This design comes from an exercise in tuning for small area on the open sky130 flow, not from production work.
In this exercise RTL edits were held to simulation tests only and were not proved equivalent to the original.
Power figures rest on the tool's default switching activity, not on a simulated workload.

==> run a: inputs <==
## mhi_ac_codec
module mhi_ac_codec #(
    parameter        P_CK_ORDER_LE = 0,            
    parameter [23:0] P_DL_HEADER   = 24'h000000    
) (
    input  wire        clk,
    input  wire        rst,
    input  wire        cmd_valid,
    input  wire [63:0] cmd,
    output reg         rsp_valid,
    output wire        rsp_ok,
    output wire [3:0]  rsp_err,
    output reg  [63:0] rsp_data
);
export LEC_CHECK = 0
export ABC_AREA = 1
export CAP_MARGIN = 20
export CORE_MARGIN = 2
export CORE_UTILIZATION = 65
export SLEW_MARGIN = 20
create_clock -name core_clock -period 20.0 [get_ports {clk}]
standard.sh (not shown) runs the stock make flow with config.mk's settings and CLKGATE_MAP_FILE= SYNTH_SCRIPT=/design/flow/synth_recipe.tcl, a recipe that flattens the netlist after the stock synthesis.
==> flow/flow/run.sh <==
#!/bin/bash
# Own layout flow: the standard layout (standard.sh), with
#  - an area-oriented ABC script for the combinational logic (synth.tcl
#    swaps it in for the -script that synth.tcl passes to abc; registers,
#    names and everything else are the standard synthesis's),
#  - port buffers of the smallest buffer cell,
#  - a clock tree of fewer, larger clusters without dummy loads.
# Each tool's output goes to logs under orfs/logs/ (ORFS) and the make log here.
set -euo pipefail
W=$(cd "$(dirname "${BASH_SOURCE[0]}")/.." && pwd)
export OWN_ABC_SCRIPT="$W/flow/abc_area.script"
export OWN_WORK="$W"
export BUFFER_PORTS_ARGS="-buffer_cell sky130_fd_sc_hd__buf_1"
# clock tree: clkbuf_8 buffers over clusters of at most 16 registers, no dummy loads
export CTS_ARGS="-sink_clustering_enable -repair_clock_nets -dont_use_dummy_load -sink_clustering_size 16 -sink_clustering_max_diameter 60 -buf_list sky130_fd_sc_hd__clkbuf_8"
bash "$W/standard.sh" SYNTH_SCRIPT="$W/flow/synth.tcl" finish > "$W/flow_make.log" 2>&1
==> flow/flow/abc_area.script <==
strash
&get -n
&deepsyn -T 30
&dch -f
&nf -a -R 1000
&put
topo
dnsize -c
==> flow/flow/synth.tcl <==
# The standard synthesis (synth_recipe.tcl), with abc given this flow's
# area script in place of ORFS's.
proc abc {args} {
  set i [lsearch -exact $args -script]
  if {$i >= 0} { lset args [expr {$i + 1}] $::env(OWN_ABC_SCRIPT) }
  yosys abc {*}$args
}
source [file join $::env(OWN_WORK) synth_recipe.tcl]
==> run b: changes against run a <==
--- a/flow/design.v
+++ b/flow/design.v
@@ -81,54 +81,40 @@
     wire [15:0] nu     = {~num[15], num[14:0]};    
     wire        sp_in  = (nu[15] & (nu[14] | (nu[13] | (nu[12] | (nu[11] | (nu[10] | (nu[9] & (nu[8] & (nu[7] & (nu[6] & (nu[5] & (nu[4] | (nu[3] & (nu[2] | (nu[1] | (nu[0] | 1'b1))))))))))))))))
                    & (~nu[15] | (~nu[14] & (~nu[13] & (~nu[12] & (~nu[11] | (~nu[10] | (~nu[9] & (~nu[8] & (~nu[7] & (~nu[6] & (~nu[5] & (~nu[4] | (~nu[3] | (~nu[2] | (~nu[1] & (~nu[0] & 1'b1))))))))))))))));
     wire        rt_in  = (nu[15] | (nu[14] & (nu[13] & (nu[12] & (nu[11] & (nu[10] | (nu[9] & (nu[8] | (nu[7] | (nu[6] | (nu[5] | (nu[4] | (nu[3] & (nu[2] | (nu[1] & (nu[0] & 1'b1))))))))))))))))
                    & (~nu[15] | (~nu[14] & (~nu[13] & (~nu[12] | (~nu[11] & (~nu[10] & (~nu[9] | (~nu[8] & (~nu[7] | (~nu[6] | (~nu[5] & (~nu[4] | (~nu[3] | (~nu[2] & (~nu[1] & (~nu[0] | 1'b1))))))))))))))));
-    wire [1:0]  rt2    = {is_rt, is_rt};
-    wire dva_s0 = num[0] ^ 1'b1;
-    wire dva_k0 = num[0] & 1'b1;
-    wire dva_s1 = num[1] ^ dva_k0;
-    wire dva_k1 = num[1] & dva_k0;
-    wire dva_s2 = num[2] ^ 1'b1 ^ rt2[0];
-    wire dva_k2 = (num[2] & 1'b1) | (num[2] & rt2[0]) | (1'b1 & rt2[0]);
-    wire dva_s3 = dva_k1 ^ dva_s2;
-    wire dva_k3 = dva_k1 & dva_s2;
-    wire dva_s4 = num[3] ^ rt2[1] ^ dva_k2;
-    wire dva_k4 = (num[3] & rt2[1]) | (num[3] & dva_k2) | (rt2[1] & dva_k2);
-    wire dva_s5 = dva_k3 ^ dva_s4;
-    wire dva_k5 = dva_k3 & dva_s4;
-    wire dva_s6 = num[4] ^ 1'b1 ^ dva_k4;
-    wire dva_k6 = (num[4] & 1'b1) | (num[4] & dva_k4) | (1'b1 & dva_k4);
-    wire dva_s7 = dva_k5 ^ dva_s6;
-    wire dva_k7 = dva_k5 & dva_s6;
-    wire dva_s8 = num[5] ^ 1'b1 ^ dva_k6;
-    wire dva_k8 = (num[5] & 1'b1) | (num[5] & dva_k6) | (1'b1 & dva_k6);
-    wire dva_s9 = dva_k7 ^ dva_s8;
-    wire dva_k9 = dva_k7 & dva_s8;
-    wire dva_s10 = num[6] ^ 1'b1 ^ dva_k8;
-    wire dva_k10 = (num[6] & 1'b1) | (num[6] & dva_k8) | (1'b1 & dva_k8);
-    wire dva_s11 = dva_k9 ^ dva_s10;
-    wire dva_k11 = dva_k9 & dva_s10;
-    wire dva_s12 = num[7] ^ 1'b1 ^ dva_k10;
-    wire dva_k12 = (num[7] & 1'b1) | (num[7] & dva_k10) | (1'b1 & dva_k10);
-    wire dva_s13 = dva_k11 ^ dva_s12;
-    wire dva_k13 = dva_k11 & dva_s12;
-    wire dva_s14 = num[8] ^ 1'b1 ^ dva_k12;
-    wire dva_k14 = (num[8] & 1'b1) | (num[8] & dva_k12) | (1'b1 & dva_k12);
-    wire dva_s15 = dva_k13 ^ dva_s14;
-    wire dva_k15 = dva_k13 & dva_s14;
-    wire dva_s16 = num[9] ^ dva_k14 ^ dva_k15;
-    wire dva_k16 = (num[9] & dva_k14) | (num[9] & dva_k15) | (dva_k14 & dva_k15);
-    wire dva_s17 = num[10] ^ 1'b1 ^ dva_k16;
-    wire dva_k17 = (num[10] & 1'b1) | (num[10] & dva_k16) | (1'b1 & dva_k16);
-    wire dva_s18 = num[11] ^ dva_k17;
-    wire dva_k18 = num[11] & dva_k17;
-    wire dva_s19 = num[12] ^ dva_k18;
-    wire dva_k19 = num[12] & dva_k18;
-    wire [12:0] ty = {dva_s19, dva_s18, dva_s17, dva_s16, dva_s15, dva_s13, dva_s11, dva_s9, dva_s7, dva_s5, dva_s3, dva_s1, dva_s0};
+    wire [12:0] toff   = is_rt ? 13'd1537 : 13'd25;
+    wire dva_s0 = num[0] ^ toff[0];
+    wire dva_k0 = num[0] & toff[0];
+    wire dva_s1 = num[1] ^ toff[1] ^ dva_k0;
+    wire dva_k1 = (num[1] & toff[1]) | (num[1] & dva_k0) | (toff[1] & dva_k0);
+    wire dva_s2 = num[2] ^ toff[2] ^ dva_k1;
+    wire dva_k2 = (num[2] & toff[2]) | (num[2] & dva_k1) | (toff[2] & dva_k1);
+    wire dva_s3 = num[3] ^ toff[3] ^ dva_k2;
+    wire dva_k3 = (num[3] & toff[3]) | (num[3] & dva_k2) | (toff[3] & dva_k2);
+    wire dva_s4 = num[4] ^ toff[4] ^ dva_k3;
+    wire dva_k4 = (num[4] & toff[4]) | (num[4] & dva_k3) | (toff[4] & dva_k3);
+    wire dva_s5 = num[5] ^ toff[5] ^ dva_k4;
+    wire dva_k5 = (num[5] & toff[5]) | (num[5] & dva_k4) | (toff[5] & dva_k4);
+    wire dva_s6 = num[6] ^ toff[6] ^ dva_k5;
+    wire dva_k6 = (num[6] & toff[6]) | (num[6] & dva_k5) | (toff[6] & dva_k5);
+    wire dva_s7 = num[7] ^ toff[7] ^ dva_k6;
+    wire dva_k7 = (num[7] & toff[7]) | (num[7] & dva_k6) | (toff[7] & dva_k6);
+    wire dva_s8 = num[8] ^ toff[8] ^ dva_k7;
+    wire dva_k8 = (num[8] & toff[8]) | (num[8] & dva_k7) | (toff[8] & dva_k7);
+    wire dva_s9 = num[9] ^ toff[9] ^ dva_k8;
+    wire dva_k9 = (num[9] & toff[9]) | (num[9] & dva_k8) | (toff[9] & dva_k8);
+    wire dva_s10 = num[10] ^ toff[10] ^ dva_k9;
+    wire dva_k10 = (num[10] & toff[10]) | (num[10] & dva_k9) | (toff[10] & dva_k9);
+    wire dva_s11 = num[11] ^ toff[11] ^ dva_k10;
+    wire dva_k11 = (num[11] & toff[11]) | (num[11] & dva_k10) | (toff[11] & dva_k10);
+    wire dva_s12 = num[12] ^ toff[12] ^ dva_k11;
+    wire dva_k12 = (num[12] & toff[12]) | (num[12] & dva_k11) | (toff[12] & dva_k11);
+    wire [12:0] ty = {dva_s12, dva_s11, dva_s10, dva_s9, dva_s8, dva_s7, dva_s6, dva_s5, dva_s4, dva_s3, dva_s2, dva_s1, dva_s0};
     wire [7:0]  td     = ty / 13'd25;
-    wire [5:0]  sq_new = td[6:1] - 6'd30;
+    wire [5:0]  sq_new = td[6:1];
     reg  [3:0] err_n;
     reg  [2:0] rk_n;
     reg  [5:0] okb;
     reg        do_create, do_destroy, do_write, do_commit, do_snap;
     reg        w_pw, w_mode, w_sp, w_rt, w_fan, w_turbo, w_vf, w_sw, w_hv;
--- a/flow/flow/run.sh
+++ b/flow/flow/run.sh
@@ -9,8 +9,12 @@
 set -euo pipefail
 W=$(cd "$(dirname "${BASH_SOURCE[0]}")/.." && pwd)
 export OWN_ABC_SCRIPT="$W/flow/abc_area.script"
 export OWN_WORK="$W"
 export BUFFER_PORTS_ARGS="-buffer_cell sky130_fd_sc_hd__buf_1"
+# constant outputs share one tie cell
+export SKIP_REPAIR_TIE_FANOUT=1
+# weak drivers of high-fanout nets are upsized before global placement
+export PRE_GLOBAL_PLACE_TCL="$W/flow/pre_gpl.tcl"
 # clock tree: clkbuf_8 buffers over clusters of at most 16 registers, no dummy loads
 export CTS_ARGS="-sink_clustering_enable -repair_clock_nets -dont_use_dummy_load -sink_clustering_size 16 -sink_clustering_max_diameter 60 -buf_list sky130_fd_sc_hd__clkbuf_8"
 bash "$W/standard.sh" SYNTH_SCRIPT="$W/flow/synth.tcl" finish > "$W/flow_make.log" 2>&1
==> flow/flow/pre_gpl.tcl (new file) <==
# Before global placement: give the drivers of high-fanout nets the next
# drive strength of their own cell family, so that repair fixes their slew
# and capacitance by sizing rather than with extra buffers. Registers and
# port nets are left alone.
set db [ord::get_db]
set block [ord::get_db_block]
set swapped 0
foreach net [$block getNets] {
  if {[$net getSigType] != "SIGNAL"} { continue }
  if {[llength [$net getBTerms]] > 0} { continue }
  set iterms [$net getITerms]
  if {[llength $iterms] < 8} { continue }
  foreach it $iterms {
    if {![$it isOutputSignal]} { continue }
    set inst [$it getInst]
    set name [[$inst getMaster] getName]
    if {[string match "*df*" $name] || [string match "*conb*" $name] || [string match "*buf*" $name]} { continue }
    if {![regexp {^(.*)_(0|1)$} $name -> base sz]} { continue }
    set new [$db findMaster "${base}_2"]
    if {$new == "NULL" || $new == ""} { continue }
    if {[$inst swapMaster $new]} { incr swapped }
  }
}
puts "pre_gpl: upsized $swapped high-fanout drivers"
==> flow/config.mk (replaced) <==
export PLATFORM = sky130hd
export DESIGN_NAME = mhi_ac_codec
export DESIGN_NICKNAME = mhi_ac_codec
export VERILOG_FILES = /design/flow/design.v
export SDC_FILE = /design/flow/constraint.sdc
export NUM_CORES = 4
export LEC_CHECK = 0
export ABC_AREA = 1
export CAP_MARGIN = 5
export CORE_MARGIN = 2
export CORE_UTILIZATION = 65
export SLEW_MARGIN = 5
==> run c: changes against run a <==
==> flow/flow/abc_area.script (replaced) <==
strash
&get -n
&deepsyn -T 30
&dch -f
&nf -a -R 1000
&put
mfs3 -a
topo
dnsize -c
--- a/flow/config.mk
+++ b/flow/config.mk
@@ -6,7 +6,7 @@
 export NUM_CORES = 4
 export LEC_CHECK = 0
 export ABC_AREA = 1
 export CAP_MARGIN = 20
 export CORE_MARGIN = 2
-export CORE_UTILIZATION = 65
+export CORE_UTILIZATION = 75
 export SLEW_MARGIN = 20
==> qor.txt <==
vias post-DR = 11560
crit path DAT = 15750 ps
Total Wirelength = 41900 um
total power = 1343 uW
Finished Core Util = 0.7217
area of the multi-input gates = 6299 um2
vias in the first global route = 10960
Placed Instance Area = 15290 um2
DR WL met3 = 5237 um
cell mode on critical path = ha_1
Total GRT Usage = 0.3541
status = complete, no violations
invs w/o clock = 100
power per cell area = 85.56 nW/um2
The numbers above come from run a.

==> qor.txt <==
status = complete, no violations
invs w/o clock = 92
vias in the first global route = 10330
area of the multi-input gates = 6207 um2
DR WL met3 = 4846 um
Total GRT Usage = 0.3616
total power = 1364 uW
Placed Instance Area = 15020 um2
Total Wirelength = 41370 um
The numbers above come from run b.

==> qor.txt <==
status = complete, no violations
DR WL met3 = 6821 um
vias post-DR = 12120
cell mode on critical path = ha_1
invs w/o clock = 99
power per cell area = 85.22 nW/um2
Finished Core Util = 0.8353
Placement Setup Slack = 4404 ps
HP Class = reg -> reg
Total Wirelength = 42800 um
total power = 1331 uW
Total GRT Usage = 0.4237
initial core utilization = 0.7659
commonest cells after routing, fill and taps aside = edfxtp_1 (160), dfxtp_1 (143), nand2_1 (124)
Fill cells = 1054
crit path DAT = 15820 ps
area of the multi-input gates = 6246 um2
The numbers above come from run c.


* * *

==> inputs of 12-05 <==
Another version of the RTL of mhi_ac_codec (not shown whole).
export LEC_CHECK = 0
export ABC_AREA = 1
export CAP_MARGIN = 20
export CORE_MARGIN = 2
export CORE_UTILIZATION = 40
export SLEW_MARGIN = 20
create_clock -name core_clock -period 20.0 [get_ports {clk}]
==> flow/flow/run.sh <==
#!/bin/bash
# Own layout flow: the standard layout (standard.sh), with
#  - an area-oriented ABC script for the combinational logic (synth.tcl
#    swaps it in for the -script that synth.tcl passes to abc; registers,
#    names and everything else are the standard synthesis's),
#  - port buffers of the smallest buffer cell,
#  - a clock tree of fewer, larger clusters without dummy loads.
# Each tool's output goes to logs under orfs/logs/ (ORFS) and the make log here.
set -euo pipefail
W=$(cd "$(dirname "${BASH_SOURCE[0]}")/.." && pwd)
export OWN_ABC_SCRIPT="$W/flow/abc_area.script"
export OWN_WORK="$W"
export BUFFER_PORTS_ARGS="-buffer_cell sky130_fd_sc_hd__buf_1"
# clock tree: clkbuf_8 buffers over clusters of at most 16 registers, no dummy loads
export CTS_ARGS="-sink_clustering_enable -repair_clock_nets -dont_use_dummy_load -sink_clustering_size 16 -sink_clustering_max_diameter 60 -buf_list sky130_fd_sc_hd__clkbuf_8"
bash "$W/standard.sh" SYNTH_SCRIPT="$W/flow/synth.tcl" finish > "$W/flow_make.log" 2>&1
==> flow/flow/abc_area.script <==
strash
&get -n
&deepsyn -T 30
&dch -f
&nf -a -R 1000
&put
topo
dnsize -c
Scripts as last shown in full above: flow/flow/synth.tcl
==> 06-01 (differences from 12-05) <==
==> flow/run.sh (new file) <==
#!/bin/bash
# synth_recipe.tcl (not shown) runs the flow's synth.tcl, then flattens the netlist and writes it again
# the make line also repeats each setting of config.mk as NAME=value (left out here)
make -C /OpenROAD-flow-scripts/flow DESIGN_CONFIG=/design/flow/config.mk WORK_HOME=/design/flow/orfs CLKGATE_MAP_FILE= SYNTH_SCRIPT=/design/flow/synth_recipe.tcl finish
removed: flow/flow/run.sh
removed: flow/flow/abc_area.script
removed: flow/flow/synth.tcl
removed: flow/standard.sh
==> 10-20 (differences from 12-05) <==
--- a/flow/config.mk
+++ b/flow/config.mk
@@ -10,3 +10,3 @@
 export CORE_MARGIN = 2
-export CORE_UTILIZATION = 40
+export CORE_UTILIZATION = 65
 export SLEW_MARGIN = 20
==> results.txt <==
metric	10-20	06-01	12-05
Required @ worst endpoint	20.50 ns	20.46 ns	20.49 ns
Reported sequential group power	698 uW	697 uW	697 uW
Outcome	finished clean	finished clean	finished clean
Area fraction in compound gates after synthesis	0.159	0.0986	0.159
Worst reg2reg setup slack	14.08 ns	13.86 ns	13.86 ns
Antenna cell count	0	1	0
Worst hold endpoint	ul_tr[11]	ulv	ul_tr[0]
Share of cells above drive strength 1	0.0420	0.0503	0.0439
Combinational logic power	641 uW	630 uW	635 uW
Proportion of total power due to net switching	0.344	0.322	0.347
Shortest period the worst path allows	14.41 ns	14.52 ns	14.38 ns
Final cell count without fillers	1757	2678	1948
Tightest Pin Transition	1.13 ns	1.17 ns	1.13 ns
Number of placement rows	54	74	70
Total Wirelength	40600 um	51200 um	44100 um

## separate check: timing with driven ports
Ports are ideal in the flow. The routed layouts listed here were re-timed in OpenROAD.
Step 1, drivers: a clkbuf_16 drives clk and a buf_2 each remaining input, both assumed.
Step 2 also shifts input and output timing later by t, the mid clock arrival at the registers, as if the neighbouring blocks saw the same clock.
Slacks: ideal / step 1 / step 2; pairs: ideal / step 1.
run	t, ns	setup WS [ns]	cell pins on the clock port's net
run a	0.597	4.707 / 4.710 / 4.113	1
run b	0.596	5.686 / 5.705 / 5.109	1
run c	0.613	4.718 / 4.705 / 4.092	1
12-05	0.623	5.622 / 5.653 / 5.030	1
06-01	0.577	5.475 / 5.502 / 4.925	1
10-20	0.590	5.592 / 5.591 / 5.001	1
After both steps every run listed still meets setup and hold. The setup slack of run c, which loses most, moves by -0.013 ns with the drivers and by -0.626 ns with both steps.
